From an optimization exercise on the open Yosys and OpenROAD flow, aimed at small area, a short achievable clock period and few clock cycles; shortcuts taken in it are not production practice. In this exercise RTL edits were held to simulation tests only and were not proved equivalent to the original. Power is estimated from default activity; no workload was simulated.

Setup of the baseline:
// lhb_tx
module lhb_tx #(
    parameter TX_MSG_CAP = 128           
) (
    input  wire        clk,
    input  wire        rst,              
    input  wire        t_valid,
    input  wire [7:0]  t_data,
    input  wire        t_last,
    input  wire        t_empty,          
    output wire        t_ready,
    output wire        tx_valid,
    output wire [7:0]  tx_data,
    input  wire        tx_ready,
    output wire        e_valid,
    output wire [7:0]  e_arg,            
    output wire [15:0] e_len,            
    input  wire        e_ready
);
Size in the first run: about 2500 cells after synthesis, roughly 50 I/O pins.
==> flow/config.mk <==
export PLATFORM = sky130hd
export DESIGN_NAME = lhb_tx
export DESIGN_NICKNAME = lhb_tx
export VERILOG_FILES = /design/flow/design.v
export SDC_FILE = /design/flow/constraint.sdc
export NUM_CORES = 4
export LEC_CHECK = 0
export ABC_CLOCK_PERIOD_IN_PS = 3000
export CAP_MARGIN = 20
export CORE_MARGIN = 2
export CORE_UTILIZATION = 60
export PLACE_DENSITY = 0.72
export SLEW_MARGIN = 20
==> flow/constraint.sdc <==
create_clock -name core_clock -period 10.0 [get_ports {clk}]
set_input_delay 2.0000 -clock core_clock [delete_from_list [all_inputs] [get_ports {clk}]]
set_output_delay 2.0000 -clock core_clock [all_outputs]
set_load 0.01 [all_outputs]
standard.sh (not shown) runs the stock make flow with config.mk's settings and CLKGATE_MAP_FILE= SYNTH_SCRIPT=/design/flow/synth_recipe.tcl, a recipe that flattens the netlist after the stock synthesis.
==> flow/flow/run.sh <==
#!/bin/bash
# Standard layout, with port buffers of a fixed drive, a clock tree of
# larger sink clusters without dummy loads, and timing repair aiming for a
# setup slack margin of 6.9 ns at the design's clock period.
set -euo pipefail
bash standard.sh SETUP_SLACK_MARGIN=6.9 \
  'BUFFER_PORTS_ARGS=-buffer_cell sky130_fd_sc_hd__buf_4' \
  'CTS_ARGS=-sink_clustering_enable -repair_clock_nets -dont_use_dummy_load -sink_clustering_size 24 -sink_clustering_max_diameter 140' \
  finish > standard.log 2>&1
Testbench counts of the baseline, summed over its fixed seeds: cycles 17,954.
The inputs of the candidate differ from those of the baseline as listed below.
-- flow/design.v --
<<< the baseline, line 21
    localparam Q  = 105;                 
    localparam R  = Q + 1;               
    localparam ER = 4;                   
    localparam LA = TX_MSG_CAP + 1;      
    localparam AW = 8;
>>> the candidate, line 21
    localparam Q  = 105;                 
    localparam R  = Q + 1;               
    localparam ER = 8;                   
    localparam LA = TX_MSG_CAP + 1;      
    localparam AW = 8;
<<< the baseline, line 100
    wire          cap_d   = lt_cap && (mcnt != TX_MSG_CAP - 1);
    wire          rdy_d   = !cap_d || (at_w && !full1);    
    wire          b_wok  = t_rdy && (lt_cap || t_empty);    
    wire [SW-1:0] b_wd   = t_empty ? {1'b1, 8'hFF} : {t_data == 8'h00, t_data};
    wire          m_we   = w_eof || w_c0;
>>> the candidate, line 100
    wire          cap_d   = lt_cap && (mcnt != TX_MSG_CAP - 1);
    wire          rdy_d   = !cap_d || (at_w && !full1);    
    wire          b_wok  = t_rdy && (lt_cap || t_empty);
    wire [SW-1:0] b_wd   = t_empty ? {1'b1, 8'hFF} : {t_data == 8'h00, t_data};
    wire          m_we   = w_eof || w_c0;
<<< the baseline, line 161
                    if (m_we)
                        drum_nx[SW*j +: SW] = m_wd;
                    else if (b_wok && t_valid)
                        drum_nx[SW*j +: SW] = b_wd;
                end
>>> the candidate, line 161
                    if (m_we)
                        drum_nx[SW*j +: SW] = m_wd;
                    else if (b_wok)
                        drum_nx[SW*j +: SW] = b_wd;
                end
==> comparison <==
- Post-layout total power delta for the candidate relative to the baseline: 1.0 mW higher
- Row placement-stage cell area: the candidate higher / the baseline lower
- Compared with the baseline, the candidate shows via count that has gone up by a few percent.
- The worst slack on hold paths of the candidate exceeds that of the baseline by 13 ps.
- Area after synthesis (the candidate over the baseline): increase, about 1%
- Post-route cell area, the candidate and the baseline, higher one = the candidate.
- For the total buffers and inverters traversed by the critical path, the candidate came in 1 lower than the baseline did.
- In the candidate the number of multi-input logic gates turned out 101 higher than in the baseline.
- Routing usage on met2: lower on the baseline
Testbench counts of the candidate, summed over its fixed seeds: cycles 17,954.

## separate check: timing with driven ports
How much do the figures lean on ideal ports? The routed layouts below were timed once more, with nothing changed but the port constraints.
Step 1: set_driving_cell puts a clkbuf_16 on clk and a buf_2 on each other input, an assumption about the parent block.
Step 2 moves the port delays by t, midway between the first and last clock arrival at a register: inputs arrive t later, outputs are due t later. That takes back most of the time a late clock gives input paths.
Three values: ideal ports, drivers, drivers and shift; two values: the first two.
| run | shift t [ns] | setup slack, ns | slew at the worst register clock pin (ns) | pins driven straight from the clock port |
|---|---|---|---|---|
| the baseline | 0.678 | 6.879 / 6.832 / 6.219 | 0.10 / 0.10 | 1 |
| the candidate | 0.671 | 6.865 / 6.809 / 6.325 | 0.11 / 0.11 | 1 |
After both steps setup and hold are still met in every run listed. The setup slack of the baseline, which loses most, moves by -0.047 ns with the drivers and by -0.660 ns with both steps.
